From an optimization exercise on the open Yosys and OpenROAD flow, aimed at small area; shortcuts taken in it are not production practice.
The RTL was checked by simulation tests, not by an equivalence proof against the original design.
Power is estimated from default activity; no workload was simulated.

==> run a: inputs <==
==> flow/design.v (excerpt) <==
module shufflish_core (
    input  wire        clk,
    input  wire        rst_n,
    input  wire        req_valid,
    output wire        req_ready,
    input  wire        req_write,
    input  wire [7:0]  req_addr,
    input  wire [63:0] req_wdata,
    output wire        rsp_valid,
    output wire        rsp_err,
    output wire [63:0] rsp_rdata
);
export LEC_CHECK = 0
export CAP_MARGIN = 20
export CORE_MARGIN = 2
export CORE_UTILIZATION = 40
export SLEW_MARGIN = 20
create_clock -name core_clock -period 12.0 [get_ports {clk}]
run.sh (not shown) runs the stock make flow with config.mk's settings and CLKGATE_MAP_FILE= SYNTH_SCRIPT=/design/flow/synth_recipe.tcl, a recipe that flattens the netlist after the stock synthesis.
==> run b (differences from run a) <==
--- a/flow/design.v
+++ b/flow/design.v
@@ -20,13 +20,13 @@
     localparam [1:0] Y_0 = 2'd0, Y_C = 2'd1, Y_NC = 2'd2;
     reg  [2:0] ph;
     wire       ph0 = (ph == 3'd0);
     wire       ph7 = (ph == 3'd7);
     reg        clr;           
     reg [63:0] opa, opb, opc, opd, res, cdom, cpri, cpre, cpost;
-    reg [63:0] ra, rb, rc, rd, ru, rv;
+    reg [63:0] ra, rb, rc, rd, ru;
     reg [63:0] x;
     reg [3:0]  st;
     reg [5:0]  cw;
     reg        rsv;
     reg [2:0]  ecode;
     reg [3:0]  err, last_op;
@@ -59,13 +59,14 @@
     wire       cmd_go   = cmd_wr & eng_free;
     wire       cmd_ovr  = cmd_wr & ~eng_free;
     wire       stat_clr = acc & req_write & ~bad & (idx == 4'd1) & req_wdata[3];
     assign rsp_valid = rsp_q;
     assign rsp_err   = rsp_err_q;
     assign rsp_rdata = x;
-    wire busy = (st != S_IDLE);
+    wire busy  = (st != S_IDLE);
+    wire res_z = busy & (op == 4'd4);
     reg [7:0] id_d, stat_d, rdd;
     always @(*) begin
         case (ph)
             3'd2:    id_d = 8'h01;
             3'd4:    id_d = 8'h46;
             3'd5:    id_d = 8'h55;
@@ -83,32 +84,32 @@
             4'd0:    rdd = id_d;
             4'd1:    rdd = stat_d;
             4'd3:    rdd = opa[7:0];
             4'd4:    rdd = opb[7:0];
             4'd5:    rdd = opc[7:0];
             4'd6:    rdd = opd[7:0];
-            4'd7:    rdd = res[7:0];
+            4'd7:    rdd = res_z ? 8'h00 : res[7:0];
             4'd8:    rdd = cdom[7:0];
             4'd9:    rdd = cpri[7:0];
             4'd10:   rdd = cpre[7:0];
             4'd11:   rdd = cpost[7:0];
             4'd12:   rdd = ph0 ? {6'd0, cfg_mode} : 8'h00;
             default: rdd = 8'h00;
         endcase
     end
     wire [7:0] xh = (bus_act & bus_rd) ? rdd : 8'h00;
     always @(posedge clk)
         x <= acc ? req_wdata : {xh, x[63:8]};
     wire [7:0] ut = ru[7:0];
-    wire [7:0] vt = rv[7:0];
+    wire [7:0] vt = res[7:0];
     wire [7:0] at = ra[7:0];
     wire [7:0] bt = rb[7:0];
     wire [7:0] ct = rc[7:0];
     wire [7:0] dt = rd[7:0];
     wire [7:0] ush = {ph7 ? 1'b0 : ru[8], ut[7:1]};    
-    wire [7:0] vsh = {ph7 ? 1'b0 : rv[8], vt[7:1]};    
+    wire [7:0] vsh = {ph7 ? 1'b0 : res[8], vt[7:1]};   
     wire [7:0] ash = {ph7 ? 1'b0 : ra[8], at[7:1]};    
     reg  [1:0] xsel, zsel, ysel;
     reg        xinv;
     wire [1:0] scr_m   = (st == S_EV3) ? cfg_mode : mode;
     wire       scr_neg = (scr_m == 2'd1) | ((scr_m == 2'd2) & ~a0) | ((scr_m == 2'd3) & a0);
     always @(*) begin
@@ -223,22 +224,23 @@
     wire       vle_f = ~cmp[8];
     wire       vz_f  = ~((ph0 ? 1'b0 : fvnz) | (|vh));
     wire       uz_f  = ~((ph0 ? 1'b0 : funz) | (|uh));
     wire       u1_f  = ~((ph0 ? 1'b0 : fun1) | (ph0 ? (uh != 8'h01) : (|uh)));
     wire       c63_f = vh[7];
     wire       u0    = ru[8];    
-    wire       v0    = rv[8];
+    wire       v0    = res[8];
     wire       con_ok  = (op == 4'd4) & ~rsv & (ecode == 3'd0);
     wire       inst    = (st == S_FIN) & con_ok;
     wire       fin_val = (st == S_FIN) & (ecode == 3'd0) & (op != 4'd4);
     wire       wr_pass = bus_act & bus_wr;
     wire [7:0] opa_h   = clr ? 8'h00 : (wr_pass && bus_idx == 4'd3) ? x[7:0] : opa[7:0];
     wire [7:0] opb_h   = clr ? 8'h00 : (wr_pass && bus_idx == 4'd4) ? x[7:0] : opb[7:0];
     wire [7:0] opc_h   = clr ? 8'h00 : (wr_pass && bus_idx == 4'd5) ? x[7:0] : opc[7:0];
     wire [7:0] opd_h   = clr ? 8'h00 : (wr_pass && bus_idx == 4'd6) ? x[7:0] : opd[7:0];
-    wire [7:0] res_h   = (clr | (st == S_FIN)) ? (fin_val ? alu : 8'h00) : res[7:0];
+    wire [7:0] res_h   = (clr | (st == S_FIN)) ? (fin_val ? alu : 8'h00) :
+                         res_z ? vh : res[7:0];
     wire [7:0] cdom_h  = clr ? 8'h00 : inst ? ct : cdom[7:0];
     wire [7:0] cpri_h  = clr ? 8'h00 : inst ? bt : cpri[7:0];
     wire [7:0] cpre_h  = clr ? 8'h00 : inst ? dt : cpre[7:0];
     wire [7:0] cpost_h = clr ? 8'h00 : inst ? at : cpost[7:0];
     always @(posedge clk) begin
         opa   <= {opa_h,   opa[63:8]};
@@ -252,13 +254,12 @@
         cpost <= {cpost_h, cpost[63:8]};
         ra    <= {ah,  ra[63:8]};
         rb    <= {bh,  rb[63:8]};
         rc    <= {chd, rc[63:8]};
         rd    <= {dh,  rd[63:8]};
         ru    <= {uh,  ru[63:8]};
-        rv    <= {vh,  rv[63:8]};
     end
     always @(posedge clk) begin
         c1   <= s1[8];
         c2   <= s2[8];
         cx   <= ut[7];
         cs   <= (st == S_REM) ? at[7] : bt[7];
- ABC_AREA: default -> 1
- CORE_UTILIZATION: 40 -> 55
- CTS_CLUSTER_DIAMETER: default -> 100
- CTS_CLUSTER_SIZE: default -> 25
- PLACE_DENSITY: default -> 0.75
==> results.yml <==
run_status:
  status: "timing/DRC/antenna clean"
power:
  pg_seq_mw: 3.47
cells_and_area:
  nets: 2854
  diodes: 1
  drive_gt1_share_pct: 4.65
  clockBufferCount: 57
setup_path:
  crit_slowest_cell: "o211ai_1"
  critPathBufInv: 6
placed_design:
  postPlaceCellArea_um2: 30600
synthesis:
  synthTopCellsByArea: "dfxtp_1, nand2_1, edfxtp_1"
worst_hold_path:
  min_to: "cpre[1]"
Source of the figures above: run b

==> results.yml <==
cells_and_area:
  drive_gt1_share_pct: 11.6
  diodes: 0
  nets: 2606
synthesis:
  synthTopCellsByArea: "dfxtp_1, edfxtp_1, mux2_2"
setup_path:
  crit_slowest_cell: "dfrtp_1"
worst_hold_path:
  min_to: "rd[4]"
run_status:
  status: "timing/DRC/antenna clean"
placed_design:
  postPlaceCellArea_um2: 32500
Source of the figures above: run a

-- re-timing with driven ports --
How much do the figures lean on ideal ports? The routed layouts below were timed once more, with nothing changed but the port constraints. Step 1: set_driving_cell puts a clkbuf_16 on clk and a buf_2 on each other input, an assumption about the parent block. Step 2 adds t to the input delays and takes it off the output delays; t is the mean of the earliest and latest rising clock arrival at the registers after step 1. Input paths then give back, and output paths get back, about the clock's delay inside the block. Slacks: ideal ports / drivers / drivers and shift; pairs: ideal ports / drivers.
run | t, ns | setup slack, ns | latest minus earliest clock arrival (ns) | worst slew at a driven data input, ns
run a | 0.709 | 4.409 / 4.409 / 4.409 | 0.033 / 0.034 | 0.06
run b | 0.695 | 4.889 / 4.889 / 4.889 | 0.076 / 0.077 | 0.05
After both steps setup and hold are still met in every run listed.
